From an optimization exercise on the open Yosys and OpenROAD flow, aimed at small area and a short achievable clock period; shortcuts taken in it are not production practice. RTL that was checked went through simulation tests only; none was proved equivalent to the original. Only the layout flow was run in runs 3 to 7; the RTL was not checked for function there. No activity file was given, so power comes from the tool's default toggle rates. The clock port is modelled as an ideal driver; clocking choices that lean on that would not hold on a real chip.

==> flow/design.v <==
module kstc_crc32c_step #(
    parameter [31:0] POLY = 32'h82F63B78
) (
    input  wire [31:0] crc_in,
    input  wire [7:0]  data,
    output reg  [31:0] crc_out
);
    integer i;
    always @* begin
        crc_out = crc_in ^ {24'd0, data};
        for (i = 0; i < 8; i = i + 1)
            crc_out = crc_out[0] ? ((crc_out >> 1) ^ POLY) : (crc_out >> 1);
    end
endmodule
module kstc_tx #(
    parameter MAX_PAYLOAD = 64
) (
    input  wire                     clk,
    input  wire                     rst,
    input  wire                     start,
    output wire                     ready,
    input  wire [7:0]               pri,
    input  wire [15:0]              src,
    input  wire [15:0]              dst,
    input  wire [15:0]              dspec,
    input  wire [63:0]              tid,
    input  wire [6:0]               len,
    input  wire [8*MAX_PAYLOAD-1:0] payload,
    output wire                     tx_valid,
    output wire [7:0]               tx_byte,
    input  wire                     tx_accept,
    output reg                      done,
    output reg                      ok
);
    localparam [7:0]  DELIM    = 8'h9E;
    localparam [7:0]  ESC      = 8'h8E;
    reg [7:0]               r_pri;
    reg [15:0]              r_src;
    reg [15:0]              r_dst;
    reg [15:0]              r_dspec;
    reg [63:0]              r_tid;
    reg [8*MAX_PAYLOAD-1:0] r_payload;
    reg        busy;       
    reg        idle;       
    reg        lden;       
    reg [7:0]  ob;         
    reg        ob_close;   
    reg        pend;       
    reg        pend_b4;    
    reg [7:0]  nb;         
    reg        nb_crc;     
    reg        nb_close;   
    reg        ph_hdr, ph_hcrc, ph_pay, ph_pcrc, ph_close;
    reg [7:0]  hlo;
    reg [3:0]  hhi;
    reg [7:0]  plo;
    reg [7:0]  phi;
    reg        crc_sh;     
    reg [6:0]  rem;        
    reg        zlen;       
    reg [31:0] crc;
    wire [8*28-1:0] hdr = {8'h80, 8'h00, 8'h00, 8'h00, r_tid, 64'd0,
                           r_dspec, r_dst, r_src, r_pri, 8'h00};
    reg [7:0] fetch, grp;
    integer g, l;
    always @* begin
        fetch = 8'h00;
        for (g = 0; g < 4; g = g + 1) begin
            grp = 8'h00;
            for (l = 0; l < 8; l = l + 1)
                grp = grp | (hdr[64*g + 8*l +: 8] & {8{hlo[l]}});
            fetch = fetch | (grp & {8{hhi[g]}});
        end
        for (g = 0; g < MAX_PAYLOAD / 8; g = g + 1) begin
            grp = 8'h00;
            for (l = 0; l < 8; l = l + 1)
                grp = grp | (r_payload[64*g + 8*l +: 8] & {8{plo[l]}});
            fetch = fetch | (grp & {8{phi[g]}});
        end
    end
    wire [7:0] lb     = nb_crc ? ~crc[7:0] : nb;
    wire       lb_esc = !nb_close && (lb == DELIM || lb == ESC);
    wire [31:0] crc_step;
    kstc_crc32c_step u_crc (
        .crc_in  (crc),
        .data    (nb),
        .crc_out (crc_step)
    );
    assign ready    = idle;
    assign tx_valid = busy;
    assign tx_byte  = ob;
    always @(posedge clk) begin
        if (rst) begin
            busy <= 1'b0;
            idle <= 1'b1;
            lden <= 1'b1;
            done <= 1'b0;
        end else if (!busy) begin
            busy <= start;
            idle <= !start;
            lden <= !start;
            done <= 1'b0;
        end else begin
            busy <= tx_accept && !ob_close;
            idle <= !tx_accept || ob_close;
            lden <= !tx_accept || ob_close || (!pend && nb_close);
            done <= !tx_accept || ob_close;
        end
        ok <= tx_accept;
        if (lden) begin
            r_pri     <= pri;
            r_src     <= src;
            r_dst     <= dst;
            r_dspec   <= dspec;
            r_tid     <= tid;
            r_payload <= payload;
        end
        if (lden) begin
            ob       <= DELIM;
            ob_close <= 1'b0;
            pend     <= 1'b0;
            nb       <= 8'h00;       
            nb_crc   <= 1'b0;
            nb_close <= 1'b0;
            ph_hdr   <= 1'b1;
            ph_hcrc  <= 1'b0;
            ph_pay   <= 1'b0;
            ph_pcrc  <= 1'b0;
            ph_close <= 1'b0;
            hlo      <= 8'b0000_0010;    
            hhi      <= 4'b0001;
            plo      <= 8'b0000_0000;
            phi      <= 8'b0000_0000;
            crc_sh   <= 1'b0;
            rem      <= len;
            zlen     <= (len == 7'd0);
            crc      <= 32'hFFFFFFFF;
        end else if (pend) begin
            ob   <= pend_b4 ? ~DELIM : ~ESC;
            pend <= 1'b0;
        end else begin
            ob       <= nb_close ? DELIM : (lb_esc ? ESC : lb);
            pend     <= lb_esc;
            pend_b4  <= lb[4];
            ob_close <= nb_close;
            crc      <= crc_sh ? {8'hFF, crc[31:8]} : crc_step;
            nb       <= fetch;
            nb_crc   <= ph_hcrc || ph_pcrc;
            crc_sh   <= ph_hcrc || ph_pcrc || ph_close;
            nb_close <= ph_close;
            hlo      <= {hlo[6:0], hlo[7]};
            plo      <= {plo[6:0], plo[7]};
            if (ph_hdr) begin
                if (hlo[7])
                    hhi <= {hhi[2:0], 1'b0};
                if (hhi[3] && hlo[3]) begin      
                    ph_hdr  <= 1'b0;
                    ph_hcrc <= 1'b1;
                    hhi     <= 4'b0000;
                    hlo     <= 8'b0000_0001;
                end
            end
            if (ph_hcrc && hlo[3]) begin
                ph_hcrc <= 1'b0;
                ph_pay  <= !zlen;
                ph_pcrc <= zlen;
                hlo     <= {7'd0, zlen};
                plo     <= {7'd0, !zlen};
                phi     <= {7'd0, !zlen};
            end
            if (ph_pay) begin
                rem <= rem - 1'b1;
                if (plo[7])
                    phi <= {phi[6:0], 1'b0};
                if (rem == 7'd1) begin
                    ph_pay  <= 1'b0;
                    ph_pcrc <= 1'b1;
                    plo     <= 8'b0000_0000;
                    phi     <= 8'b0000_0000;
                    hlo     <= 8'b0000_0001;
                end
            end
            if (ph_pcrc && hlo[3]) begin
                ph_pcrc  <= 1'b0;
                ph_close <= 1'b1;
            end
            if (ph_close)
                ph_close <= 1'b0;
        end
    end
endmodule
==> flow/flow/run.sh <==
#!/bin/bash
# Standard ORFS layout, except: the port buffers are buf_1 cells rather than
# the delay cells buffer_ports picks by default, and clock tree synthesis
# adds no dummy loads and clusters up to 28 sinks per leaf buffer.
set -euo pipefail
export BUFFER_PORTS_ARGS="-buffer_cell sky130_fd_sc_hd__buf_1"
export CTS_ARGS="-sink_clustering_enable -repair_clock_nets -dont_use_dummy_load -sink_clustering_size 28 -sink_clustering_max_diameter 110"
bash standard.sh > standard_flow.log 2>&1
==> flow/standard.sh <==
#!/bin/bash
# synth_recipe.tcl (not shown) runs the flow's synth.tcl, then flattens the netlist and writes it again
# the make line also repeats each setting of config.mk as NAME=value (left out here)
make -C /OpenROAD-flow-scripts/flow DESIGN_CONFIG=/design/flow/config.mk WORK_HOME=/design/flow/orfs CLKGATE_MAP_FILE= SYNTH_SCRIPT=/design/flow/synth_recipe.tcl "${@:-finish}"
==> flow/config.mk <==
export PLATFORM = sky130hd
export DESIGN_NAME = kstc_tx
export DESIGN_NICKNAME = kstc_tx
export VERILOG_FILES = /design/flow/design.v
export SDC_FILE = /design/flow/constraint.sdc
export NUM_CORES = 4
export LEC_CHECK = 0
export CAP_MARGIN = 20
export CORE_MARGIN = 2
export CORE_UTILIZATION = 40
export SETUP_SLACK_MARGIN = 4.3
export SLEW_MARGIN = 20
==> flow/constraint.sdc <==
create_clock -name core_clock -period 6.5 [get_ports {clk}]
set_input_delay 1.3000 -clock core_clock [delete_from_list [all_inputs] [get_ports {clk}]]
set_output_delay 1.3000 -clock core_clock [all_outputs]
set_load 0.01 [all_outputs]
==> results of run 1 <==
through the flow:
step	setup slack [ns]	std cells
after floorplan	0.922	1665
after global placement	3.68	3098
after detailed placement	3.62	3098
after CTS	4.13	3149
after global routing	4.13	3175
final	4.20	3188
metal layers:
metal	track usage [%]	vias to the layer above	wire [um]	share of wire (%)
li1	-	8003	-	-
met1	31.1	9022	34200	38
met2	42.5	958	44600	50
met3	6.62	147	8640	9.6
met4	6.55	32	2220	2.5
met5	0	-	203	0.23
report_power, final:
part	switching (mW)	leakage [nW]	internal (mW)	total (mW)
Sequential	0.204	7.31	5.56	5.77
Combinational	1.06	2.75	1.15	2.21
Clock	1.40	0.431	0.971	2.37
area by class of cell:
type / count / area share (%)
flip-flops and latches: 732 / 65.2
multi-input cells: 806 / 18.7
repair buffers: 705 / 9.70
well taps: 873 / 3.37
clock buffers: 35 / 2.70
diodes: 26 / 0.201
inverters: 11 / 0.139
logic make-up after synthesis:
family / after synthesis / synth area share [%]
AOI/OAI and AO/OA: 474 / 12.6
xor gates and xnor gates: 74 / 3.48
adders and majority gates: 2 / 0.0916
buffers and inverters: 127 / 1.74
DFF: 732 / 77.1
muxes: 2 / 0.0733
and+or+nand+nor: 254 / 4.86
worst paths after layout:
check | from | end | slack, ns | depth (start not counted)
hold reg to reg | ob_close$_SDFFE_PP0N_ | ob_close$_SDFFE_PP0N_ | 0.50 | 2
setup / recovery | ob[4]$_SDFF_PP1_ | tx_byte[4] | 4.20 | 1
setup reg to reg | nb[6]$_SDFFE_PP0N_ | crc[19]$_SDFFE_PP1N_ | 4.22 | 6
hold / removal | ob_close$_SDFFE_PP0N_ | ob_close$_SDFFE_PP0N_ | 0.50 | 2
registers in the layout (all words and copies together) (netlist names), 16 cells and up:
signal,cells
r_tid,64
r_dspec,16
crc,32
r_src,16
r_dst,16
r_payload,512
Yosys cell counts (all sizes together), types with 3 or more instances:
cell | number | area share [%]
nor2 | 65 | 0.89
clkbuf | 98 | 1.3
and4 | 9 | 0.29
or4 | 3 | 0.082
o211ai | 8 | 0.22
xor3 | 4 | 0.37
buf | 18 | 0.25
o311a | 3 | 0.11
or3 | 4 | 0.092
o21bai | 3 | 0.082
nand2b | 3 | 0.069
nand2 | 40 | 0.55
nor2b | 3 | 0.069
nor4 | 5 | 0.11
o21ai | 32 | 0.59
edfxtp | 641 | 70
nor3 | 23 | 0.42
inv | 11 | 0.15
nand4 | 73 | 1.7
xor2 | 11 | 0.45
dfxtp | 91 | 6.7
and2 | 3 | 0.069
a222oi | 16 | 0.59
nand3 | 12 | 0.22
a21oi | 40 | 0.73
a221oi | 5 | 0.16
nor3b | 3 | 0.082
xnor2 | 51 | 2.0
xnor3 | 8 | 0.66
a22oi | 345 | 9.5
a22o | 6 | 0.19
repair_timing:
| action | in CTS | in global routing |
|---|---|---|
| pin swaps | 9 | 24 |
| buffers inserted | 14 | 13 |
| cloned | 2 | 0 |
| endpoints found under the setup margin | 320 | 182 |
| gates resized for setup | 95 | 34 |
==> qor.csv, run 1 <==
metric;value;unit
outcome;timing/DRC/antenna clean;
root buf cell;clkbuf_16;
setup TNS;0;ns
cts bufs inserted;35;
Hold Buf Count CTS;0;
commonest non-fill, non-tap cell in the layout;buf_1;
share of layout cells above drive strength 1;7.78;%
clock transition at the registers of the reported paths;0.09;ns
first-pass GRT wire length;126000;um
Top Ports;655;
PortBufs;654;
YS warnings;6;
final WL;89900;um
Hold WC Path Type;reg2reg;
Post-synth EDFFs;641;
Max Freq;434;MHz
chip width;265;um
VDD IR max;218;uV
Final Power;10.3;mW
Initial Utilization;40.5;%
Crit-path slowest cell;dfxtp_2;
gr ovfl total;0;
Final Hold Fails;0;
ys async rst share;0;%
clock sinks;732;
final max-slew violation count;0;
crit path cell chain;buf_6;
sequential area share after synthesis;77.1;%
Req. time, crit path;5.20;ns
minimum clock period;2.30;ns
die footprint;70400;um^2
Critical Path End Type;output port;
Rows;95;
DPL Wire Length;63100;um
Worst-Skew Late Latency;0.60;ns
top_reg_cell synth;edfxtp_1;
Die Y;265;um
router iterations before antenna repair;6;
core area;67400;um^2
Crit path max-delay family;flip-flops;
Lkg Pwr;10.5;nW
pin count of the biggest net entering global routing;96;
clock buffer depth;3;
FF/Latch Area;21100;um^2
Pwr per Cell Area;319;nW/um^2
Clock Skews;0.0517;ns
cells after synthesis;1665;
max-cap viol count;0;
crit path buf inv count;1;
highest-count cells in the layout ignoring fill and taps;642 x buf_1, 641 x edfxtp_1, 336 x a22oi_1, 73 x nand4_1, 64 x nor2_1;
GP Congestion;0.869;
crit path kind;reg2out;
1st-iter DRT viols;1997;
#FFs+latches synth;732;
# setup viols final;0;
DR vias;18162;
Synth Area per Inst;16.4;um^2
H-Tree Depth;2;
WL/cell;28.2;um
Layout fillers;5894;
final worst-path cycle share;35.4;%
Max-slew headroom;27.0;%
DR vias/cell;5.70;
Final ANT Viol Nets;0;
crit path max fanout;1;
hold_ws;0.504;ns
Slew @ Worst Pin;1.09;ns
count of cell types in the netlist;58;
unrepaired setup endpoints after global routing;true;
crit path DAT;1.00;ns
NumNets Final;2936;
gr usage total;24.8;%
CTS tree;built;
crit start category;flip-flop;
vias in the first global route;18410;
area occupied by multi-input gates;6050;um^2
Final Cell Area;32400;um^2
CP peak stage delay;0.36;ns
initial antenna violation count;35;
Synth Cell Area;27300;um^2
Net Count, Synth;2310;
# DRC;0;
Layout area overhead;18.6;%
Placed Area;30700;um^2
fin util;48.1;%
==> inputs of run 2 (changes only) <==
==> flow/flow/run.sh (replaced) <==
#!/bin/bash
# Standard ORFS layout, except: the port buffers are buf_1 cells rather than
# the delay cells buffer_ports picks by default, and clock tree synthesis
# adds no dummy loads and clusters up to 50 sinks per leaf buffer.
set -euo pipefail
export BUFFER_PORTS_ARGS="-buffer_cell sky130_fd_sc_hd__buf_1"
export CTS_ARGS="-sink_clustering_enable -repair_clock_nets -dont_use_dummy_load -sink_clustering_size 50 -sink_clustering_max_diameter 80"
bash standard.sh > standard_flow.log 2>&1
--- a/flow/config.mk
+++ b/flow/config.mk
@@ -8,5 +8,5 @@
 export CAP_MARGIN = 20
 export CORE_MARGIN = 2
-export CORE_UTILIZATION = 40
+export CORE_UTILIZATION = 60
 export SETUP_SLACK_MARGIN = 4.3
 export SLEW_MARGIN = 20
==> run 2 against run 1 <==
  * Clock power shrank 4%
  * Final area decreased by 1.5%
  * Non-clock buffer count did not move
  * Via count increased by 1.4%
  * Core utilization increased by 23 points
  * Clock skew up 0.011 ns
  * Register-to-register slack improved by 0.06 ns
  * Critical path depth stayed put
  * Final cell count is 8.2% lower
  * Global-route usage rose by 11 points
  * Wire length is 4.8% lower
  * Critical path type unchanged
  * Critical endpoint is now tx_valid
==> qor.csv, run 2 <==
metric;value;unit;change
sequential area share after synthesis;77.1;%;unchanged
#FFs+latches synth;732;;unchanged
placed cells;2824;;-8.8%
area fraction in compound gates after synthesis;12.6;%;unchanged
VDD IR max;239;uV;+9.7%
fin util;70.6;%;+23 points
PortBufs;654;;unchanged
clock sinks;732;;unchanged
clock transition at the registers of the reported paths;0.11;ns;+0.02 ns
Final Power;10.2;mW;-1.5%
# setup viols final;0;;unchanged
first-pass GRT wire length;119000;um;-5.8%
Top Ports;655;;unchanged
largest family of logic cells by synthesized area;compound AO/OA/AOI/OAI gates;;
Post-Synth Simple-Gate Area;4.86;%;unchanged
registers with the most flip-flops;r_payload x512, r_tid x64, crc x32;;
router iterations before antenna repair;6;;unchanged
Worst-Skew Late Latency;0.59;ns;about the same
Biggest register;r_payload;;
Layout fillers;3092;;-48%
Max Freq;426;MHz;-1.9%
Post-synth EDFFs;641;;unchanged
post-synthesis adder-cell area fraction;0.0916;%;unchanged
Clock Skews;0.0630;ns;+0.0113 ns
die footprint;47300;um^2;-33%
crit start category;flip-flop;;
Hold WC Path Type;reg2reg;;
gr usage total;35.4;%;+11 points
Max-slew headroom;36.4;%;+9.4 points
highest-count cells in the layout ignoring fill and taps;642 x buf_1, 641 x edfxtp_1, 345 x a22oi_1, 73 x nand4_1, 65 x nor2_1;;
1st-iter DRT viols;2226;;+11%
Net Count, Synth;2310;;unchanged
core area;45200;um^2;-33%
Layout area overhead;16.8;%;
Lkg Pwr;10.4;nW;-0.44%
Largest register FFs;512;;unchanged
Critical Path End Type;output port;;
largest cells by area after synthesis;edfxtp_1 70%, a22oi_1 9.5%, dfxtp_1 6.7%;;
Pwr per Cell Area;319;nW/um^2;about the same
crit path max fanout;4;;+3
outcome;timing/DRC/antenna clean;;
final worst-path cycle share;36.1;%;+0.67 points
vias in the first global route;17726;;-3.7%
# DRC;0;;unchanged
clock buffer depth;3;;unchanged
Crit path max-delay family;flip-flops;;
Yosys top cell by area;edfxtp_1;;
initial antenna violation count;41;;+17%
cts bufs inserted;34;;-2.9%
Die Y;217;um;-18%
Final Hold Fails;0;;unchanged
max-cap viol count;0;;unchanged
Crit-path slowest cell;dfxtp_2;;
most frequent cell after synthesis;edfxtp_1;;
DPL Wire Length;60000;um;-4.9%
unrepaired setup endpoints after global routing;true;;
WL/cell;29.3;um;+3.8%
setup TNS;0;ns;unchanged
CP peak stage delay;0.38;ns;+0.02 ns
YS warnings;6;;unchanged
ys async rst share;0;%;unchanged
Synth top area share;70.4;%;unchanged
fin cells;2925;;-8.2%
final max-slew violation count;0;;unchanged
gr ovfl total;0;;unchanged
hold_ws;0.471;ns;-0.0330 ns
H-Tree Depth;2;;unchanged
DR vias;18418;;+1.4%
NumNets Final;2935;;-0.034%
Hold Buf Count CTS;0;;unchanged
commonest non-fill, non-tap cell in the layout;buf_1;;
share of layout cells above drive strength 1;6.82;%;-0.96 points
Rows;78;;-18%
crit path DAT;1.05;ns;+0.05 ns
Initial Utilization;60.5;%;+20 points
DR vias/cell;6.30;;+11%
pin count of the biggest net entering global routing;207;;+120%
crit path buf inv count;1;;unchanged
final WL;85600;um;-4.8%
GP Congestion;0.899;;+3.5%
Synth Area per Inst;16.4;um^2;unchanged
crit path kind;reg2out;;
count of cell types in the netlist;58;;unchanged
crit path cell chain;buf_6;;
Final ANT Viol Nets;0;;unchanged
Synth Cell Area;27300;um^2;unchanged
mux contribution to synthesized area;0.0733;%;unchanged
cells after synthesis;1665;;unchanged
Post-synth top cells;641 x edfxtp_1, 345 x a22oi_1, 98 x clkbuf_1;;
XOR/XNOR Fraction of Synth Area;3.48;%;unchanged
minimum clock period;2.35;ns;+0.0435 ns
CTS tree;built;;
Req. time, crit path;5.20;ns;about the same
root buf cell;clkbuf_16;;
Slew @ Worst Pin;0.954;ns;-0.140 ns
top_reg_cell synth;edfxtp_1;;
chip width;217;um;-18%
==> run 2: kinds of logic (layout without fill, tap and decap cells) <==
group,count (synthesis),count (layout)
flops,732,732
compound gates,474,474
simple gates,254,254
buf+inv,127,750
xor+xnor,74,74
fa+ha+maj,2,2
mux,2,2
other cells,0,37
==> run 2: path summary, 6_finish.rpt <==
path / cells after the start / slack, ns / endpoint / start
max: 1 / 4.15 / tx_valid / busy$_SDFF_PP0_
max reg2reg: 6 / 4.28 / crc[17]$_SDFFE_PP1N_ / nb[0]$_SDFFE_PP0N_
min: 2 / 0.47 / ob_close$_SDFFE_PP0N_ / ob_close$_SDFFE_PP0N_
min reg2reg: 2 / 0.47 / ob_close$_SDFFE_PP0N_ / ob_close$_SDFFE_PP0N_
==> run 2: stage by stage <==
stage,area [um^2],worst slack [ns]
2_1_floorplan,27400,0.922
3_3_place_gp,30300,3.52
3_5_place_dp,30300,3.44
4_1_cts,31600,4.13
5_1_grt,31900,4.11
6_report,31900,4.15
==> run 2: final cells by class <==
cell class | instances | area [um^2] | share of cell area (%)
Inverter | 11 | 41.3 | 0.129
Timing Repair Buffer | 705 | 3110 | 9.74
Tap cell | 600 | 751 | 2.35
Clock buffer | 34 | 851 | 2.67
Sequential cell | 732 | 21100 | 66.2
Antenna cell | 37 | 92.6 | 0.290
Multi-Input combinational cell | 806 | 5930 | 18.6
==> run 2: routing by layer <==
metal  part of all wire [%]  GRT usage, %
met1                     36          45.1
met2                     51          59.4
met3                    9.9          8.44
met4                    3.1          13.5
met5                   0.13             0
==> run 2: repair_timing <==
item | in CTS | in global routing
resized for setup | 66 | 29
pin swaps | 7 | 14
gates cloned | 0 | 1
setup endpoints to repair | 647 | 45
buffers inserted | 17 | 12
endpoints found under the hold margin | 0 | 0
==> run 2: where the power goes <==
group          internal, mW  switching (mW)
logic                  1.10            1.05
clock network         0.945            1.34
registers              5.56           0.202
total                  7.61            2.59
==> inputs of run 3 (changes only) <==
--- a/flow/design.v
+++ b/flow/design.v
@@ -52,9 +52,7 @@
     reg        nb_close;   
     reg        ph_hdr, ph_hcrc, ph_pay, ph_pcrc, ph_close;
-    reg [7:0]  hlo;
+    reg [7:0]  klo;
     reg [3:0]  hhi;
-    reg [7:0]  plo;
     reg [7:0]  phi;
-    reg        crc_sh;     
     reg [6:0]  rem;        
     reg        zlen;       
@@ -69,5 +67,5 @@
             grp = 8'h00;
             for (l = 0; l < 8; l = l + 1)
-                grp = grp | (hdr[64*g + 8*l +: 8] & {8{hlo[l]}});
+                grp = grp | (hdr[64*g + 8*l +: 8] & {8{klo[l]}});
             fetch = fetch | (grp & {8{hhi[g]}});
         end
@@ -75,5 +73,5 @@
             grp = 8'h00;
             for (l = 0; l < 8; l = l + 1)
-                grp = grp | (r_payload[64*g + 8*l +: 8] & {8{plo[l]}});
+                grp = grp | (r_payload[64*g + 8*l +: 8] & {8{klo[l]}});
             fetch = fetch | (grp & {8{phi[g]}});
         end
@@ -87,4 +85,5 @@
         .crc_out (crc_step)
     );
+    wire [7:0] klo_rot = {klo[6:0], klo[7]};
     assign ready    = idle;
     assign tx_valid = busy;
@@ -128,9 +127,7 @@
             ph_pcrc  <= 1'b0;
             ph_close <= 1'b0;
-            hlo      <= 8'b0000_0010;    
+            klo      <= 8'b0000_0010;    
             hhi      <= 4'b0001;
-            plo      <= 8'b0000_0000;
             phi      <= 8'b0000_0000;
-            crc_sh   <= 1'b0;
             rem      <= len;
             zlen     <= (len == 7'd0);
@@ -144,42 +141,38 @@
             pend_b4  <= lb[4];
             ob_close <= nb_close;
-            crc      <= crc_sh ? {8'hFF, crc[31:8]} : crc_step;
+            crc      <= nb_crc ? {8'hFF, crc[31:8]} : crc_step;
             nb       <= fetch;
             nb_crc   <= ph_hcrc || ph_pcrc;
-            crc_sh   <= ph_hcrc || ph_pcrc || ph_close;
             nb_close <= ph_close;
-            hlo      <= {hlo[6:0], hlo[7]};
-            plo      <= {plo[6:0], plo[7]};
+            klo      <= klo_rot;
             if (ph_hdr) begin
-                if (hlo[7])
+                if (klo[7])
                     hhi <= {hhi[2:0], 1'b0};
-                if (hhi[3] && hlo[3]) begin      
+                if (hhi[3] && klo[3]) begin      
                     ph_hdr  <= 1'b0;
                     ph_hcrc <= 1'b1;
                     hhi     <= 4'b0000;
-                    hlo     <= 8'b0000_0001;
+                    klo     <= 8'b0000_0001;
                 end
             end
-            if (ph_hcrc && hlo[3]) begin
+            if (ph_hcrc && klo[3]) begin
                 ph_hcrc <= 1'b0;
                 ph_pay  <= !zlen;
                 ph_pcrc <= zlen;
-                hlo     <= {7'd0, zlen};
-                plo     <= {7'd0, !zlen};
                 phi     <= {7'd0, !zlen};
+                klo     <= 8'b0000_0001;
             end
             if (ph_pay) begin
                 rem <= rem - 1'b1;
-                if (plo[7])
+                if (klo[7])
                     phi <= {phi[6:0], 1'b0};
                 if (rem == 7'd1) begin
                     ph_pay  <= 1'b0;
                     ph_pcrc <= 1'b1;
-                    plo     <= 8'b0000_0000;
                     phi     <= 8'b0000_0000;
-                    hlo     <= 8'b0000_0001;
+                    klo     <= 8'b0000_0001;
                 end
             end
-            if (ph_pcrc && hlo[3]) begin
+            if (ph_pcrc && klo[3]) begin
                 ph_pcrc  <= 1'b0;
                 ph_close <= 1'b1;
==> flow/flow/run.sh (replaced) <==
#!/bin/bash
# Standard ORFS layout, except: the port buffers are buf_1 cells rather than
# the delay cells buffer_ports picks by default, and clock tree synthesis
# adds no dummy loads and clusters up to 24 sinks per leaf buffer.
set -euo pipefail
export BUFFER_PORTS_ARGS="-buffer_cell sky130_fd_sc_hd__buf_1"
export CTS_ARGS="-sink_clustering_enable -repair_clock_nets -dont_use_dummy_load -sink_clustering_size 24 -sink_clustering_max_diameter 120"
bash standard.sh > standard_flow.log 2>&1
--- a/flow/config.mk
+++ b/flow/config.mk
@@ -8,5 +8,5 @@
 export CAP_MARGIN = 20
 export CORE_MARGIN = 2
-export CORE_UTILIZATION = 60
+export CORE_UTILIZATION = 40
 export SETUP_SLACK_MARGIN = 4.3
 export SLEW_MARGIN = 20
==> run 3 against run 2 <==
  * Maximum frequency is 0.54% lower
  * Sequential power is 1% lower
  * Worst hold slack better by 0.035 ns
  * Clock skew is 0.044 ns higher
  * Sequential share of layout area is 3.1 points lower
==> qor.csv, run 3 <==
metric;value;unit;change
outcome;timing/DRC/antenna clean;;
GP Congestion;0.923;;+2.6%
CTS tree;built;;
placed cells;3075;;+8.9%
Max-slew headroom;31.6;%;-4.8 points
Layout area overhead;22.7;%;
fin cells;3241;;+11%
Biggest register;r_payload;;
Final Hold Fails;0;;unchanged
Initial Utilization;40.4;%;-20 points
crit path cell chain;xnor2_4 > buf_12 > xnor3_2 > xnor2_4 > xnor2_2 > buf_4 > buf_6 > buf_6 > o21ai_2 > o311a_1;;
WL/cell;29.8;um;+1.9%
#FFs+latches synth;723;;-1.2%
top_reg_cell synth;edfxtp_1;;
first-pass GRT wire length;134000;um;+13%
share of layout cells above drive strength 1;11.6;%;+4.8 points
Post-synth EDFFs;641;;unchanged
count of cell types in the netlist;50;;-14%
final max-slew violation count;0;;unchanged
pin count of the biggest net entering global routing;117;;-43%
Synth Area per Inst;16.5;um^2;+0.45%
initial antenna violation count;44;;+7.3%
commonest non-fill, non-tap cell in the layout;buf_1;;
setup ws final;4.14;ns;-0.0127 ns
Worst-Skew Late Latency;0.61;ns;+0.02 ns
root buf cell;clkbuf_16;;
crit start category;flip-flop;;
# setup viols final;0;;unchanged
Net Count, Synth;2286;;-1.0%
ys async rst share;0;%;unchanged
Top Ports;655;;unchanged
gr usage total;26.8;%;-8.7 points
Synth Cell Area;27100;um^2;-0.99%
setup slack at placement;3.69;ns;+0.251 ns
clock buffer depth;3;;unchanged
DR vias/cell;5.85;;-7.2%
final WL;96600;um;+13%
crit path kind;reg2reg;;
Reg power frac;53.2;%;-3.4 points
switching part of the total power;26.4;%;+1.0 points
CP peak stage delay;0.47;ns;+0.09 ns
Post-synth top cells;641 x edfxtp_1, 338 x a22oi_1, 82 x dfxtp_1;;
cts bufs inserted;36;;+5.9%
Layout fillers;5800;;+88%
minimum clock period;2.36;ns;+0.0127 ns
Crit path max-delay family;XOR/XNOR gates;;
YS warnings;6;;unchanged
vias in the first global route;18973;;+7.0%
final worst-path cycle share;36.3;%;+0.20 points
gr ovfl total;0;;unchanged
H-Tree Depth;2;;unchanged
largest cells by area after synthesis;edfxtp_1 71%, a22oi_1 9.4%, dfxtp_1 6.1%;;
DR vias;18946;;+2.9%
Clock Skews;0.107;ns;+0.0439 ns
PortBufs;654;;unchanged
crit path max fanout;3;;-1
sequential area share after synthesis;77.2;%;+0.11 points
max-cap viol count;0;;unchanged
core area;67000;um^2;+48%
cells after synthesis;1641;;-1.4%
Yosys top cell by area;edfxtp_1;;
Max Freq;424;MHz;-0.54%
Pwr per Cell Area;323;nW/um^2;+1.1%
unrepaired setup endpoints after global routing;true;;
Internal;7.89;mW;+3.7%
VDD IR max;241;uV;+1.0%
# DRC;0;;unchanged
Critical Path End Type;flip-flop;;
crit path DAT;2.81;ns;+1.76 ns
Psw;2.83;mW;+9.3%
Synth top area share;71.2;%;+0.71 points
Hold WC Path Type;reg2reg;;
router iterations before antenna repair;6;;unchanged
DPL Wire Length;62800;um;+4.8%
chip width;264;um;+21%
clock sinks;723;;-1.2%
Crit-path slowest cell;xnor3_2;;
Clock power frac;22.5;%;about the same
setup TNS;0;ns;unchanged
highest-count cells in the layout ignoring fill and taps;642 x buf_1, 641 x edfxtp_1, 332 x a22oi_1, 73 x nand4_1, 62 x buf_4;;
Req. time, crit path;6.95;ns;+1.75 ns
Final Power;10.7;mW;+5.1%
crit path buf inv count;4;;+3
Lkg Pwr;10.9;nW;+4.8%
Rows;95;;+22%
die footprint;69700;um^2;+48%
hold_ws;0.505;ns;+0.0348 ns
Largest register FFs;512;;unchanged
clock transition at the registers of the reported paths;0.09;ns;-0.02 ns
Die Y;264;um;+21%
Final ANT Viol Nets;0;;unchanged
1st-iter DRT viols;2242;;+0.72%
NumNets Final;2978;;+1.5%
part of the power in combinational logic;24.3;%;+3.2 points
Slew @ Worst Pin;1.03;ns;+0.0717 ns
most frequent cell after synthesis;edfxtp_1;;
registers with the most flip-flops;r_payload x512, r_tid x64, crc x32;;
[run 3: changes by cell type after synthesis, sizes merged, moves of 9 or more]
cell,change
a21oi,-11
buf,+21
o21ai,+14
nor2,-15
dfxtp,-9
xnor2,-9
nand2,+9
clkbuf,-23
[run 3: through the flow]
| stage | cell area (um^2) | util [%] |
|---|---|---|
| final | 33200 | 49.5 |
| after CTS | 32800 | 48.9 |
| after floorplan | 27200 | - |
| after detailed placement | 30500 | 45.5 |
| after global routing | 33200 | 49.5 |
| after global placement | 30500 | 45.5 |
[run 3: kinds of logic after synthesis]
| family | synth area share, % |
|---|---|
| AND/OR/NAND/NOR | 4.83 |
| XOR/XNOR | 3.30 |
| flip-flops | 77.2 |
| multiplexers | 0.148 |
| buffers and inverters | 1.73 |
| adder cells (fa/ha/maj) | 0.0925 |
| AO/OA/AOI/OAI | 12.7 |
[run 3: path summary, 6_finish.rpt]
kind | end | depth (start not counted) | from | slack (ns)
min reg2reg | crc[29]$_SDFFE_PP1N_ | 2 | crc[29]$_SDFFE_PP1N_ | 0.51
max reg2reg | crc[10]$_SDFFE_PP1N_ | 10 | crc[0]$_SDFFE_PP1N_ | 4.14
min | crc[29]$_SDFFE_PP1N_ | 2 | crc[29]$_SDFFE_PP1N_ | 0.51
max | crc[10]$_SDFFE_PP1N_ | 10 | crc[0]$_SDFFE_PP1N_ | 4.14
[run 3: area by class of cell]
type	instances	area [um^2]	area share, %
diodes	37	92.6	0.279
clock buffers	36	901	2.71
inverters	11	45.0	0.136
multi-input cells	793	6170	18.6
flip-flops and latches	723	21000	63.1
well taps	873	1090	3.29
repair buffers	768	3940	11.9
[run 3: worst min-delay path: stages, from the launching register on]
cell and delay, ns:
dfxtp_1 0.35, o21ai_0 0.07, nand2_1 0.06
[run 3: timing repair]
item,4_1_cts,5_1_grt
endpoints found under the setup margin,408,42
cloned,3,2
gates resized for setup,122,39
setup buffers,77,11
hold buffers,0,0
pin swaps,44,7
[run 3: power groups by stage]
stage | Sequential (mW) | Combinational [mW] | Clock, mW
after floorplan | 5.82 | 1.13 | 0
after global placement | 5.80 | 1.62 | 0
after detailed placement | 5.81 | 1.64 | 0
after CTS | 5.69 | 2.36 | 2.46
after global routing | 5.73 | 2.75 | 2.59
final | 5.70 | 2.61 | 2.41
[run 3: per-layer routing]
layer  vias up  wire length (um)  track usage, %
met4        14              3560            10.0
met2      1085             49300            46.0
met3       206              7550            5.27
li1       8075                 -               -
met1      9566             36100            33.5
met5         -               103               0
==> inputs of run 4 (changes only) <==
==> flow/flow/run.sh (replaced) <==
#!/bin/bash
# Standard ORFS layout, except: the port buffers are buf_1 cells rather than
# the delay cells buffer_ports picks by default, and clock tree synthesis
# adds no dummy loads and non-critical gates are downsized after global routing.
set -euo pipefail
export BUFFER_PORTS_ARGS="-buffer_cell sky130_fd_sc_hd__buf_1"
export CTS_ARGS="-sink_clustering_enable -repair_clock_nets -dont_use_dummy_load "
export RECOVER_POWER=100
bash standard.sh > standard_flow.log 2>&1
--- a/flow/config.mk
+++ b/flow/config.mk
@@ -9,4 +9,4 @@
 export CORE_MARGIN = 2
 export CORE_UTILIZATION = 40
-export SETUP_SLACK_MARGIN = 4.3
+export SETUP_SLACK_MARGIN = 3.9
 export SLEW_MARGIN = 20
==> run 4 against run 3 <==
  * Now fails the layout checks on capacitance limit, slew limit
  * Core utilization is 0.78 points lower
  * Critical path depth is 3 lower
  * Final cell count is 1.3% lower
  * Clock-buffer cell count is 42 higher
  * Sequential share of layout area is 0.88 points higher
  * Via count is 3.0% lower
  * Worst hold slack worse by 0.018 ns
  * Wire length is 5.7% lower
  * Die area stayed put
  * Maximum frequency is 41% lower
  * Critical path type unchanged
==> qor.csv, run 4 <==
metric;value;unit;change
outcome;failed layout checks;;
SO Viols;capacitance limit, slew limit;;
ys async rst share;0;%;unchanged
DR vias/cell;5.74;;-1.7%
Slew @ Worst Pin;2.30;ns;+1.28 ns
Max-slew headroom;-53.6;%;-85 points
NumNets Final;2943;;-1.2%
Initial Utilization;40.4;%;unchanged
Synth Area per Inst;16.5;um^2;unchanged
Hold Buf Count CTS;0;;unchanged
PortBufs;654;;unchanged
Layout fillers;5866;;+1.1%
Layout area overhead;20.8;%;
# setup viols final;0;;unchanged
max-cap viol count;7;;+7
router iterations before antenna repair;6;;unchanged
first-pass GRT wire length;128000;um;-4.7%
H-Tree Depth;3;;+1
Critical Path End Type;flip-flop;;
cells after synthesis;1641;;unchanged
clock transition at the registers of the reported paths;0.06;ns;-0.03 ns
VDD IR max;212;uV;-12%
most frequent cell after synthesis;edfxtp_1;;
Die Y;264;um;unchanged
Pwr per Cell Area;343;nW/um^2;+6.2%
cell mode on critical path;o21ai_0;;
crit path kind;reg2reg;;
minimum clock period;4.02;ns;+1.66 ns
sequential area share after synthesis;77.2;%;unchanged
fin util;48.7;%;-0.78 points
CP peak stage delay;1.64;ns;+1.17 ns
share of layout cells above drive strength 1;6.45;%;-5.1 points
initial antenna violation count;39;;-11%
YS warnings;6;;unchanged
final WL;91100;um;-5.7%
Top Ports;655;;unchanged
Post-synth top cells;641 x edfxtp_1, 338 x a22oi_1, 82 x dfxtp_1;;
final max-slew violation count;370;;+370
die footprint;69700;um^2;unchanged
Worst-Skew Late Latency;0.64;ns;+0.03 ns
commonest non-fill, non-tap cell in the layout;buf_1;;
top_reg_cell synth;edfxtp_1;;
Rows;95;;unchanged
registers with the most flip-flops;r_payload x512, r_tid x64, crc x32;;
Net Count, Synth;2286;;unchanged
count of cell types in the netlist;50;;unchanged
gr usage total;25.3;%;-1.5 points
DR vias;18372;;-3.0%
crit path max fanout;56;;+53
Biggest register;r_payload;;
cts bufs inserted;78;;+120%
FF-to-FF path depth;7;;-3
final worst-path cycle share;61.9;%;+26 points
# DRC;0;;unchanged
pin count of the biggest net entering global routing;186;;+59%
clock buffer depth;3;;unchanged
Clock Skews;0.107;ns;+0.000151 ns
CTS tree;built;;
Synth top area share;71.2;%;unchanged
chip width;264;um;unchanged
Yosys top cell by area;edfxtp_1;;
gr ovfl total;0;;unchanged
Final ANT Viol Nets;0;;unchanged
1st-iter DRT viols;2067;;-7.8%
Final Power;11.2;mW;+4.5%
Lkg Pwr;10.7;nW;-1.9%
root buf cell;clkbuf_16;;
#FFs+latches synth;723;;unchanged
crit path DAT;4.47;ns;+1.66 ns
Hold WC Path Type;reg2reg;;
DPL Wire Length;62800;um;unchanged
Largest register FFs;512;;unchanged
Req. time, crit path;6.95;ns;about the same
Synth Cell Area;27100;um^2;unchanged
vias in the first global route;18694;;-1.5%
unrepaired setup endpoints after global routing;true;;
crit path cell chain;clkbuf_1 > inv_1 > nor4_1 > a21oi_1 > or4_1 > o21ai_0 > o21ai_0;;
largest cells by area after synthesis;edfxtp_1 71%, a22oi_1 9.4%, dfxtp_1 6.1%;;
core area;67000;um^2;unchanged
Final Hold Fails;0;;unchanged
WL/cell;28.5;um;-4.4%
GP Congestion;0.923;;unchanged
crit start category;flip-flop;;
Post-synth EDFFs;641;;unchanged
Hold Path Depth;2;;unchanged
clock sinks;723;;unchanged
Crit-path slowest cell;clkbuf_1;;
Max Freq;249;MHz;-41%
highest-count cells in the layout ignoring fill and taps;652 x buf_1, 641 x edfxtp_1, 336 x a22oi_1, 78 x clkbuf_16;;
setup TNS;0;ns;unchanged
run 4: cell count changes in the layout (fill, tap and decap cells not counted), sizes merged:
cell,change
buf,-80
diode,-8
inv,+1
clkinvlp,-1
bufbuf,-3
clkbuf,+48
run 4: final timing paths:
check | startpoint | to | slack [ns]
setup / recovery | nb_crc$_SDFFE_PP0N_ | ob[4]$_SDFF_PP1_ | 2.48
hold / removal | ph_close$_SDFFE_PP0N_ | ph_close$_SDFFE_PP0N_ | 0.49
setup reg to reg | nb_crc$_SDFFE_PP0N_ | ob[4]$_SDFF_PP1_ | 2.48
hold reg to reg | ph_close$_SDFFE_PP0N_ | ph_close$_SDFFE_PP0N_ | 0.49
run 4: critical path: cells and delay by family (launching register included):
kind	cells	cell delay [ns]
simple gates	2	1.02
flops	1	0.30
compound gates	3	0.31
buf+inv	2	2.26
run 4: stage by stage:
| stage | hold WS [ns] | instances | instance area, um^2 | setup WS (ns) |
|---|---|---|---|---|
| finish | 0.488 | 3198 | 32700 | 2.48 |
| global route | 0.525 | 3192 | 32700 | 2.23 |
| CTS | 0.499 | 3155 | 32500 | 3.83 |
| detailed placement | 0.487 | 3075 | 30500 | 3.69 |
| global placement | 0.474 | 3075 | 30500 | 3.70 |
| floorplan | 0.448 | 1641 | 27200 | 0.795 |
run 4: area by class of cell:
class                   instances  area [um^2]  share of cell area (%)
well taps                     873         1090                    3.34
diodes                         29         72.6                   0.222
multi-input cells             793         5790                    17.7
repair buffers                691         2810                    8.58
inverters                      11         41.3                   0.126
flip-flops and latches        723        20900                    64.0
clock buffers                  78         1950                    5.97
run 4: power breakdown:
group / switching (mW) / internal (mW)
sequential: 0.209 / 5.51
clock: 1.63 / 2.10
combinational: 0.893 / 0.855
total: 2.73 / 8.47
run 4: what timing repair did:
item                                    4_1_cts  5_1_grt
gates resized for setup                      10        8
hold endpoints to repair                      0        0
endpoints found under the setup margin       18      132
buffers inserted                              2       14
pin swaps                                     2        7
run 4: routing by layer:
metal	global-route usage, %	vias up	part of all wire (%)
met1	31.1	9157	37
li1	-	8003	-
met2	43.3	991	51
met5	0	-	0.12
met3	5.61	203	7.7
met4	10.1	18	3.6
run 4: logic make-up (layout without fill, tap and decap cells):
group                    count (synthesis)  in the layout  share of synthesized area, %
AND/OR/NAND/NOR                        251            251                          4.83
AO/OA/AOI/OAI                          470            470                          12.7
adder cells (fa/ha/maj)                  2              2                        0.0925
other                                    0             29                             0
XOR/XNOR                                66             66                          3.30
multiplexers                             4              4                         0.148
buffers and inverters                  125            780                          1.73
flip-flops                             723            723                          77.2
==> inputs of run 5 (changes only) <==
==> flow/flow/run.sh (replaced) <==
#!/bin/bash
# Standard ORFS layout, except: the port buffers are buf_1 cells rather than
# the delay cells buffer_ports picks by default, and clock tree synthesis
# adds no dummy loads and clusters up to 30 sinks per leaf buffer.
set -euo pipefail
export BUFFER_PORTS_ARGS="-buffer_cell sky130_fd_sc_hd__buf_1"
export CTS_ARGS="-sink_clustering_enable -repair_clock_nets -dont_use_dummy_load -sink_clustering_size 30 -sink_clustering_max_diameter 150"
bash standard.sh > standard_flow.log 2>&1
==> run 5 against run 4 <==
  * Now clean on timing, DRC and antenna
  * First-iteration DRC count rose by 2.4%
  * Global-route usage decreased by 0.39 points
  * Combinational power barely moved
  * Clock power fell by 43%
  * Maximum frequency is 56% higher
  * Setup slack gained 1.4 ns
  * Critical endpoint is now nb[6]$_SDFFE_PP0N_
==> qor.csv, run 5 <==
metric;value;unit;change
outcome;timing/DRC/antenna clean;;
share of layout cells above drive strength 1;4.82;%;-1.6 points
router iterations before antenna repair;6;;unchanged
final max-slew violation count;0;;-100%
clock transition at the registers of the reported paths;0.12;ns;+0.06 ns
Synth top area share;71.2;%;unchanged
Pwr per Cell Area;304;nW/um^2;-11%
DR vias/cell;5.76;;+0.21%
commonest non-fill, non-tap cell in the layout;buf_1;;
unrepaired setup endpoints after global routing;false;;
Rows;95;;unchanged
gr usage total;24.9;%;-0.39 points
Post-synth EDFFs;641;;unchanged
Initial Utilization;40.4;%;unchanged
largest family of logic cells by synthesized area;compound AO/OA/AOI/OAI gates;;
max-cap viol count;0;;-7
minimum clock period;2.58;ns;-1.45 ns
chip width;264;um;unchanged
cells after synthesis;1641;;unchanged
Yosys top cell by area;edfxtp_1;;
Clock Skews;0.0496;ns;-0.0574 ns
DR vias;18111;;-1.4%
switching part of the total power;25.6;%;+1.2 points
Hold Buf Count CTS;0;;unchanged
vias in the first global route;18261;;-2.3%
Post-synth top cells;641 x edfxtp_1, 338 x a22oi_1, 82 x dfxtp_1;;
Top Ports;655;;unchanged
first-pass GRT wire length;126000;um;-0.90%
initial antenna violation count;39;;unchanged
Lkg Pwr;10.1;nW;-5.7%
Net Count, Synth;2286;;unchanged
Final ANT Viol Nets;0;;unchanged
root buf cell;clkbuf_16;;
Critical Path End Type;flip-flop;;
Final Hold Fails;0;;unchanged
mux contribution to synthesized area;0.148;%;unchanged
Biggest register;r_payload;;
CTS tree;built;;
pin count of the biggest net entering global routing;186;;unchanged
#FFs+latches synth;723;;unchanged
hold_ws;0.506;ns;+0.0184 ns
die footprint;69700;um^2;unchanged
# DRC;0;;unchanged
clock sinks;723;;unchanged
post-synthesis adder-cell area fraction;0.0925;%;unchanged
setup TNS;0;ns;unchanged
ys async rst share;0;%;unchanged
crit start category;flip-flop;;
Req. time, crit path;7.02;ns;+0.07 ns
VDD IR max;227;uV;+6.9%
GP Congestion;0.923;;unchanged
part of the power in combinational logic;18.2;%;+2.6 points
most frequent cell after synthesis;edfxtp_1;;
registers with the most flip-flops;r_payload x512, r_tid x64, crc x32;;
Psw;2.45;mW;-10%
Reg power frac;59.6;%;+8.5 points
crit path kind;reg2reg;;
# setup viols final;0;;unchanged
core area;67000;um^2;unchanged
Internal;7.12;mW;-16%
top_reg_cell synth;edfxtp_1;;
NumNets Final;2888;;-1.9%
XOR/XNOR Fraction of Synth Area;3.30;%;unchanged
sequential area share after synthesis;77.2;%;unchanged
Synth Cell Area;27100;um^2;unchanged
largest cells by area after synthesis;edfxtp_1 71%, a22oi_1 9.4%, dfxtp_1 6.1%;;
count of cell types in the netlist;50;;unchanged
Hold WC Path Type;reg2reg;;
Max-slew headroom;25.3;%;+79 points
H-Tree Depth;1;;-2
YS warnings;6;;unchanged
cts bufs inserted;28;;-64%
Synth Area per Inst;16.5;um^2;unchanged
Clock power frac;22.3;%;-11 points
Post-Synth Simple-Gate Area;4.83;%;unchanged
Worst-Skew Late Latency;0.62;ns;-0.02 ns
area fraction in compound gates after synthesis;12.7;%;unchanged
Max Freq;388;MHz;+56%
Layout area overhead;16.4;%;
DPL Wire Length;62800;um;unchanged
crit path max fanout;35;;-38%
1st-iter DRT viols;2116;;+2.4%
highest-count cells in the layout ignoring fill and taps;654 x buf_1, 641 x edfxtp_1, 337 x a22oi_1, 73 x nand4_1, 70 x dfxtp_1;;
Die Y;264;um;unchanged
gr ovfl total;0;;unchanged
Largest register FFs;512;;unchanged
WL/cell;28.5;um;+0.11%
final WL;89800;um;-1.5%
final worst-path cycle share;39.7;%;-22 points
PortBufs;654;;unchanged
Layout fillers;5973;;+1.8%
Slew @ Worst Pin;1.12;ns;-1.18 ns
clock buffer depth;3;;unchanged
crit path DAT;3.10;ns;-1.37 ns
-- run 5: timing repair --
action                                  CTS  global route
buffers inserted                          6             5
resized for setup                        10             7
pin swaps                                 1             0
endpoints found under the hold margin     0             0
endpoints found under the setup margin   17            11
-- run 5: layer usage --
| layer | vias up | global-route usage (%) | wire (um) |
|---|---|---|---|
| met5 | - | 0 | 123 |
| met4 | 18 | 8.03 | 2250 |
| met3 | 121 | 4.47 | 6700 |
| met2 | 903 | 43.3 | 46500 |
| met1 | 9195 | 31.5 | 34200 |
| li1 | 7874 | - | - |
-- run 5: cell families (layout without fill, tap and decap cells) --
family / after synthesis / count (layout)
AO/OA/AOI/OAI: 470 / 470
XOR/XNOR: 66 / 66
buffers and inverters: 125 / 725
multiplexers: 4 / 4
AND/OR/NAND/NOR: 251 / 251
adder cells (fa/ha/maj): 2 / 2
other: 0 / 32
flip-flops: 723 / 723
-- run 5: worst max-delay path, cell delays in order, from the launching register on --
cell and delay [ns]:
dfxtp_4 0.51, buf_4 0.37, a222oi_1 0.48, nand3_1 0.18, a22oi_1 0.46, and4_1 0.35
a21oi_1 0.09
-- run 5: per-stage QoR --
| step | worst slack [ns] | cell area (um^2) | std cells | power (mW) | utilization (%) |
|---|---|---|---|---|---|
| finish | 3.92 | 31500 | 3146 | 9.57 | 46.9 |
| global route | 3.90 | 31500 | 3140 | 9.94 | 46.9 |
| CTS | 3.90 | 31300 | 3109 | 9.57 | 46.7 |
| detailed placement | 3.69 | 30500 | 3075 | 7.44 | 45.5 |
| global placement | 3.70 | 30500 | 3075 | 7.42 | 45.5 |
| floorplan | 0.795 | 27200 | 1641 | 6.95 | - |
-- run 5: final timing paths --
| check | startpoint | end | slack (ns) | cells past startpoint |
|---|---|---|---|---|
| max | klo[2]$_SDFFE_PP0N_ | nb[6]$_SDFFE_PP0N_ | 3.92 | 6 |
| min | ph_hdr$_SDFFE_PP1N_ | ph_hdr$_SDFFE_PP1N_ | 0.51 | 2 |
| max reg2reg | klo[2]$_SDFFE_PP0N_ | nb[6]$_SDFFE_PP0N_ | 3.92 | 6 |
| min reg2reg | ph_hdr$_SDFFE_PP1N_ | ph_hdr$_SDFFE_PP1N_ | 0.51 | 2 |
-- run 5: cell type report --
class,count,area [um^2],share of cell area [%]
Clock buffer,28,701,2.23
Inverter,11,41.3,0.131
Antenna cell,32,80.1,0.254
Timing Repair Buffer,686,2800,8.88
Tap cell,873,1090,3.47
Sequential cell,723,20900,66.5
Multi-Input combinational cell,793,5840,18.5
-- run 5: power by group through the flow --
stage	logic [mW]	clock network [mW]	registers [mW]
detailed placement	1.64	0	5.81
global placement	1.62	0	5.80
floorplan	1.13	0	5.82
global route	1.90	2.31	5.74
CTS	1.70	2.18	5.70
finish	1.74	2.13	5.70
==> inputs of run 6 (changes only) <==
==> flow/flow/run.sh (replaced) <==
#!/bin/bash
# Standard ORFS layout, except that the port buffers are buf_1 cells rather
# than the delay cells buffer_ports picks by default.
set -euo pipefail
export BUFFER_PORTS_ARGS="-buffer_cell sky130_fd_sc_hd__buf_1"
bash standard.sh > standard_flow.log 2>&1
==> run 6 against run 5 <==
  * Largest cell class unchanged
  * First-iteration DRC count is 6.5% lower
  * Sequential power hardly changed
  * Worst hold slack got worse by 0.010 ns
  * Synthesized cell count stayed put
  * Critical path depth is the same
  * Core utilization rose by 2.7 points
  * Global-route usage rose by 0.62 points
  * Critical path type unchanged
  * Combinational power hardly changed
==> qor.csv, run 6 <==
metric;value;unit;change
Post-Synth Simple-Gate Area;4.83;%;unchanged
CTS tree;built;;
# setup viols final;0;;unchanged
#FFs+latches synth;723;;unchanged
first-pass GRT wire length;129000;um;+1.9%
top_reg_cell synth;edfxtp_1;;
Hold Crit Endpoint;ph_hdr$_SDFFE_PP1N_;;
setup TNS;0;ns;unchanged
Placed Area;30500;um^2;unchanged
mux contribution to synthesized area;0.148;%;unchanged
area fraction in compound gates after synthesis;12.7;%;unchanged
cells after synthesis;1641;;unchanged
gr ovfl total;0;;unchanged
Layout fillers;5810;;-2.7%
Hold WC Path Type;reg2reg;;
Req. time, crit path;7.01;ns;about the same
Top Ports;655;;unchanged
pin count of the biggest net entering global routing;186;;unchanged
Biggest register;r_payload;;
YS warnings;6;;unchanged
core area;67000;um^2;unchanged
Synth Cell Area;27100;um^2;unchanged
Slew @ Worst Pin;1.28;ns;+0.159 ns
Clock Skews;0.0567;ns;+0.00704 ns
area occupied by multi-input gates;5840;um^2;about the same
worst r2r dst;crc[3]$_SDFFE_PP1N_;;
r2r setup slk;3.98;ns;+0.06 ns
PortBufs;654;;unchanged
DPL Wire Length;62800;um;unchanged
Final ANT Viol Nets;0;;unchanged
Final Cell Area;33300;um^2;+5.8%
Synth top area share;71.2;%;unchanged
VDD IR max;208;uV;-8.4%
NumNets Final;2938;;+1.7%
H-Tree Depth;3;;+2
largest cells by area after synthesis;edfxtp_1 71%, a22oi_1 9.4%, dfxtp_1 6.1%;;
FF-to-FF path depth;6;;unchanged
post-synthesis adder-cell area fraction;0.0925;%;unchanged
crit path DAT;3.03;ns;-0.07 ns
XOR/XNOR Fraction of Synth Area;3.30;%;unchanged
registers with the most flip-flops;r_payload x512, r_tid x64, crc x32;;
Initial Utilization;40.4;%;unchanged
Max Freq;397;MHz;+2.4%
chip width;264;um;unchanged
DR vias/cell;5.65;;-1.8%
Pwr per Cell Area;355;nW/um^2;+17%
cts bufs inserted;78;;+180%
gr usage total;25.5;%;+0.62 points
clock buffer depth;3;;unchanged
Final Hold Fails;0;;unchanged
Hold Path Depth;2;;unchanged
1st-iter DRT viols;1978;;-6.5%
outcome;timing/DRC/antenna clean;;
critical hold path startpoint;ph_hdr$_SDFFE_PP1N_;;
vias in the first global route;18794;;+2.9%
crit path max fanout;5;;-86%
die footprint;69700;um^2;unchanged
count of cell types in the netlist;50;;unchanged
final WL;91100;um;+1.4%
# DRC;0;;unchanged
Synth Area per Inst;16.5;um^2;unchanged
Die Y;264;um;unchanged
router iterations before antenna repair;6;;unchanged
crit start category;flip-flop;;
crit path kind;reg2reg;;
Critical Path End Type;flip-flop;;
Net Count, Synth;2286;;unchanged
Worst-Skew Late Latency;0.64;ns;+0.02 ns
initial antenna violation count;37;;-5.1%
highest-count cells in the layout ignoring fill and taps;654 x buf_1, 641 x edfxtp_1, 336 x a22oi_1, 79 x clkbuf_16, 73 x nand4_1;;
Post-synth EDFFs;641;;unchanged
fin util;49.7;%;+2.7 points
GP Congestion;0.923;;unchanged
share of layout cells above drive strength 1;8.20;%;+3.4 points
Yosys top cell by area;edfxtp_1;;
DR vias;18400;;+1.6%
reg-to-reg startpoint;nb[4]$_SDFFE_PP0N_;;
final worst-path cycle share;38.7;%;-0.93 points
commonest non-fill, non-tap cell in the layout;buf_1;;
WL/cell;28.0;um;-2.0%
final max-slew violation count;0;;unchanged
Lkg Pwr;11.0;nW;+8.7%
Layout area overhead;23.1;%;
root buf cell;clkbuf_16;;
minimum clock period;2.52;ns;-0.0602 ns
largest family of logic cells by synthesized area;compound AO/OA/AOI/OAI gates;;
Rows;95;;unchanged
Post-synth top cells;641 x edfxtp_1, 338 x a22oi_1, 82 x dfxtp_1;;
FF/Latch Area;20900;um^2;unchanged
unrepaired setup endpoints after global routing;false;;
hold_ws;0.496;ns;-0.00997 ns
clock transition at the registers of the reported paths;0.06;ns;-0.06 ns
Largest register FFs;512;;unchanged
most frequent cell after synthesis;edfxtp_1;;
ys async rst share;0;%;unchanged
sequential area share after synthesis;77.2;%;unchanged
clock sinks;723;;unchanged
Max-slew headroom;14.7;%;-11 points
max-cap viol count;0;;unchanged
run 6: cell counts after synthesis:
Identical to the previous run, type by type.
run 6: through the flow:
step,setup slack (ns),power [mW],cells
finish,3.98,11.8,3256
detailed placement,3.69,7.44,3075
floorplan,0.795,6.95,1641
CTS,3.93,11.8,3223
global route,3.90,12.2,3252
global placement,3.70,7.42,3075
run 6: area by class of cell:
class	count	area share (%)
Tap cell	873	3.28
Sequential cell	723	62.9
Clock inverter	41	1.17
Clock buffer	101	6.41
Timing Repair Buffer	686	8.40
Antenna cell	28	0.210
Inverter	11	0.124
Multi-Input combinational cell	793	17.5
run 6: cells by family (layout without fill, tap and decap cells):
family          count (synthesis)  after routing
flops                         723            723
compound gates                470            470
simple gates                  251            251
buf+inv                       125            839
xor+xnor                       66             66
mux                             4              4
fa+ha+maj                       2              2
other cells                     0             28
run 6: worst max-delay path, stage by stage (launching register included):
cell and delay (ns):
dfxtp_1 0.34, xnor2_2 0.48, xnor2_1 0.36, xnor3_4 0.47, xnor2_1 0.17, or4_1 0.47
o311a_1 0.12
run 6: layer usage:
metal,up-vias,global-route usage [%],routed length (um)
met1,9156,31.3,34000
met4,16,9.84,2790
li1,8050,-,-
met5,-,0,100
met2,998,44.0,46900
met3,180,5.69,7240
run 6: how the worst max path moves through the flow:
| stage | to | depth (start not counted) | slack [ns] | start |
|---|---|---|---|---|
| final | crc[3]$_SDFFE_PP1N_ | 6 | 3.98 | nb[4]$_SDFFE_PP0N_ |
| after global routing | ob[4]$_SDFF_PP1_ | 7 | 3.90 | nb_crc$_SDFFE_PP0N_ |
| after CTS | crc[2]$_SDFFE_PP1N_ | 6 | 3.93 | crc[1]$_SDFFE_PP1N_ |
| after detailed placement | nb[2]$_SDFFE_PP0N_ | 6 | 3.69 | klo[3]$_SDFFE_PP0N_ |
| after global placement | nb[2]$_SDFFE_PP0N_ | 6 | 3.70 | klo[3]$_SDFFE_PP0N_ |
| after floorplan | phi[2]$_SDFFE_PP0N_ | 4 | 0.80 | lden$_SDFF_PP1_ |
run 6: power by group:
part | total (mW) | switching (mW) | internal [mW]
Combinational | 1.75 | 0.899 | 0.847
Clock | 4.35 | 1.85 | 2.50
Sequential | 5.72 | 0.209 | 5.51
Total | 11.8 | 2.96 | 8.85
run 6: timing repair:
item                                    CTS  global route
endpoints found under the setup margin   18             9
hold buffers                              0             0
cloned                                    0             0
setup buffers                             6             5
resized for setup                        10             8
pin swaps                                 2             0
==> inputs of run 7 (changes only) <==
--- a/flow/config.mk
+++ b/flow/config.mk
@@ -9,4 +9,5 @@
 export CORE_MARGIN = 2
 export CORE_UTILIZATION = 40
+export CTS_BUF_LIST = sky130_fd_sc_hd__clkbuf_4 sky130_fd_sc_hd__clkbuf_8
 export SETUP_SLACK_MARGIN = 3.9
 export SLEW_MARGIN = 20
==> run 7 against run 6 <==
  * Core utilization down 0.24 points
  * Critical endpoint is now nb[6]$_SDFFE_PP0N_
  * Critical path depth unchanged
  * Sequential power about the same
  * Final area down 0.49%
==> qor.csv, run 7 <==
metric;value;unit;change
initial antenna violation count;40;;+8.1%
top_reg_cell synth;edfxtp_1;;
Critical Path End Type;flip-flop;;
Largest register FFs;512;;unchanged
1st-iter DRT viols;1913;;-3.3%
Lkg Pwr;11.1;nW;+0.39%
VDD IR max;180;uV;-13%
WL/cell;27.6;um;-1.2%
sequential area share after synthesis;77.2;%;unchanged
Final Hold Fails;0;;unchanged
PortBufs;654;;unchanged
Post-Synth Simple-Gate Area;4.83;%;unchanged
first-pass GRT wire length;130000;um;+0.64%
final max-slew violation count;0;;unchanged
outcome;timing/DRC/antenna clean;;
clock sinks;723;;unchanged
final WL;91900;um;+0.89%
cells after synthesis;1641;;unchanged
Top Ports;655;;unchanged
H-Tree Depth;3;;unchanged
max-cap viol count;0;;unchanged
area fraction in compound gates after synthesis;12.7;%;unchanged
router iterations before antenna repair;9;;+3
Hold Buf Count CTS;0;;unchanged
YS warnings;6;;unchanged
r2r setup slk;3.93;ns;-0.05 ns
CTS tree;built;;
Max Freq;389;MHz;-2.1%
#FFs+latches synth;723;;unchanged
pin count of the biggest net entering global routing;186;;unchanged
mux contribution to synthesized area;0.148;%;unchanged
GP Congestion;0.923;;unchanged
final worst-path cycle share;39.6;%;+0.82 points
most frequent cell after synthesis;edfxtp_1;;
clock buffer depth;3;;unchanged
Pwr per Cell Area;345;nW/um^2;-2.8%
DPL Wire Length;62800;um;unchanged
setup ws final;3.93;ns;-0.0535 ns
die footprint;69700;um^2;unchanged
chip width;264;um;unchanged
core area;67000;um^2;unchanged
vias in the first global route;19224;;+2.3%
Max-slew headroom;23.7;%;+8.9 points
DR vias;18745;;+1.9%
registers with the most flip-flops;r_payload x512, r_tid x64, crc x32;;
XOR/XNOR Fraction of Synth Area;3.30;%;unchanged
DR vias/cell;5.64;;-0.21%
commonest non-fill, non-tap cell in the layout;buf_1;;
Slew @ Worst Pin;1.14;ns;-0.134 ns
crit path max fanout;35;;+30
share of layout cells above drive strength 1;11.5;%;+3.3 points
Die Y;264;um;unchanged
clock transition at the registers of the reported paths;0.06;ns;about the same
post-synthesis adder-cell area fraction;0.0925;%;unchanged
Req. time, crit path;7.08;ns;+0.07 ns
count of cell types in the netlist;50;;unchanged
Rows;95;;unchanged
minimum clock period;2.57;ns;+0.0535 ns
highest-count cells in the layout ignoring fill and taps;646 x buf_1, 641 x edfxtp_1, 337 x a22oi_1, 123 x clkbuf_8, 73 x nand4_1;;
gr usage total;25.6;%;+0.11 points
unrepaired setup endpoints after global routing;true;;
Final ANT Viol Nets;0;;unchanged
crit path DAT;3.15;ns;+0.12 ns
Hold WC Path Type;reg2reg;;
Synth top area share;71.2;%;unchanged
largest family of logic cells by synthesized area;compound AO/OA/AOI/OAI gates;;
Layout area overhead;22.5;%;
crit start category;flip-flop;;
Worst-Skew Late Latency;0.75;ns;+0.11 ns
NumNets Final;2982;;+1.5%
Clock Skews;0.0637;ns;+0.00703 ns
Synth Cell Area;27100;um^2;unchanged
Post-synth EDFFs;641;;unchanged
Synth Area per Inst;16.5;um^2;unchanged
Post-synth top cells;641 x edfxtp_1, 338 x a22oi_1, 82 x dfxtp_1;;
# DRC;0;;unchanged
setup TNS;0;ns;unchanged
# setup viols final;0;;unchanged
Net Count, Synth;2286;;unchanged
gr ovfl total;0;;unchanged
Biggest register;r_payload;;
setup slack at placement;3.69;ns;unchanged
Initial Utilization;40.4;%;unchanged
crit path kind;reg2reg;;
Yosys top cell by area;edfxtp_1;;
cts bufs inserted;117;;+50%
largest cells by area after synthesis;edfxtp_1 71%, a22oi_1 9.4%, dfxtp_1 6.1%;;
root buf cell;clkbuf_8;;
ys async rst share;0;%;unchanged
## run 7: changes by cell type in the layout (fill, tap and decap cells not counted), moves of 2 or more
cell / before / now
clkbuf_8: 7 / 123
clkbuf_16: 79 / 0
clkbuf_4: 1 / 48
clkbuf_1: 14 / 0
buf_1: 654 / 646
buf_2: 0 / 8
clkinv_2: 13 / 5
clkinv_1: 16 / 20
buf_4: 21 / 24
clkinv_16: 3 / 0
bufinv_16: 4 / 2
inv_12: 0 / 2
## run 7: what timing repair did
item,CTS,global route
buffers inserted,6,10
pin swaps,3,3
endpoints found under the setup margin,25,12
cloned,0,0
gates resized for setup,17,7
## run 7: layout make-up
cell class	instances	area, um^2
inverters	11	41.3
fillers	5881	33900
flip-flops and latches	723	20900
clock inverters	35	267
diodes	27	67.6
well taps	873	1090
multi-input cells	793	5820
repair buffers	691	2860
clock buffers	171	2050
## run 7: stage by stage
step	hold slack, ns	cells	power (mW)	utilization (%)	instance area [um^2]
6_report	0.496	3324	11.4	49.4	33100
5_1_grt	0.524	3322	11.9	49.4	33100
4_1_cts	0.499	3287	11.4	49.1	32900
3_5_place_dp	0.487	3075	7.44	45.5	30500
3_3_place_gp	0.474	3075	7.42	45.5	30500
2_1_floorplan	0.448	1641	6.95	-	27200
## run 7: worst paths after layout
kind	to	start	cells after the start
max	nb[6]$_SDFFE_PP0N_	klo[2]$_SDFFE_PP0N_	6
min	ph_hdr$_SDFFE_PP1N_	ph_hdr$_SDFFE_PP1N_	2
max reg2reg	nb[6]$_SDFFE_PP0N_	klo[2]$_SDFFE_PP0N_	6
min reg2reg	ph_hdr$_SDFFE_PP1N_	ph_hdr$_SDFFE_PP1N_	2
## run 7: where the power goes
group | internal, mW | switching (mW)
Clock | 2.11 | 1.82
Combinational | 0.864 | 0.902
Sequential | 5.51 | 0.207
## run 7: kinds of logic (layout without fill, tap and decap cells)
family / Yosys count / count (layout)
flip-flops: 723 / 723
XOR/XNOR: 66 / 66
AND/OR/NAND/NOR: 251 / 251
buffers and inverters: 125 / 908
adder cells (fa/ha/maj): 2 / 2
other: 0 / 27
multiplexers: 4 / 4
AO/OA/AOI/OAI: 470 / 470
## run 7: critical path: stages (launching register included)
cell	delay (ns)
dfxtp_4	0.48
buf_4	0.36
a222oi_1	0.47
nand3_1	0.18
a22oi_1	0.46
and4_1	0.35
a21oi_1	0.09
## run 7: layer usage
| metal | global-route usage, % | wire length, um |
|---|---|---|
| met1 | 31.0 | 34200 |
| met5 | 0 | 141 |
| met4 | 10.4 | 3150 |
| met2 | 43.9 | 47000 |
| met3 | 6.43 | 7330 |

## re-timing with driven ports
The flow's constraints put no driver on any port. The routed layouts listed below were extracted and timed again, unchanged, in two steps.
Step 1 (the two cells are an assumption about what drives the block):
set clk [get_ports {clk}]
set_driving_cell -lib_cell sky130_fd_sc_hd__clkbuf_16 $clk
set_driving_cell -lib_cell sky130_fd_sc_hd__buf_2 [delete_from_list [all_inputs] $clk]
Step 2 times the ports against the registers' clock, not the clock port: input delays grow and output delays shrink by t, the midpoint of the rising clock arrivals with the driver on.
a / b / c = no drivers / after step 1 / after step 2; a / b = the first two.
run	shift t [ns]	slack for setup (ns)	worst register clock-pin slew, ns
run 1	0.615	4.196 / 4.128 / 4.155	0.11 / 0.11
run 2	0.623	4.153 / 4.092 / 4.196	0.12 / 0.12
run 3	0.626	4.140 / 4.090 / 4.140	0.10 / 0.10
run 4	0.659	2.476 / 2.476 / 2.476	0.06 / 0.06
run 5	0.669	3.922 / 3.922 / 3.922	0.12 / 0.12
run 6	0.682	3.983 / 3.964 / 3.983	0.06 / 0.06
run 7	0.782	3.929 / 3.919 / 3.929	0.07 / 0.07
For run 1, which loses most, drivers alone change the setup slack by -0.068 ns; drivers and shift together by -0.041 ns.
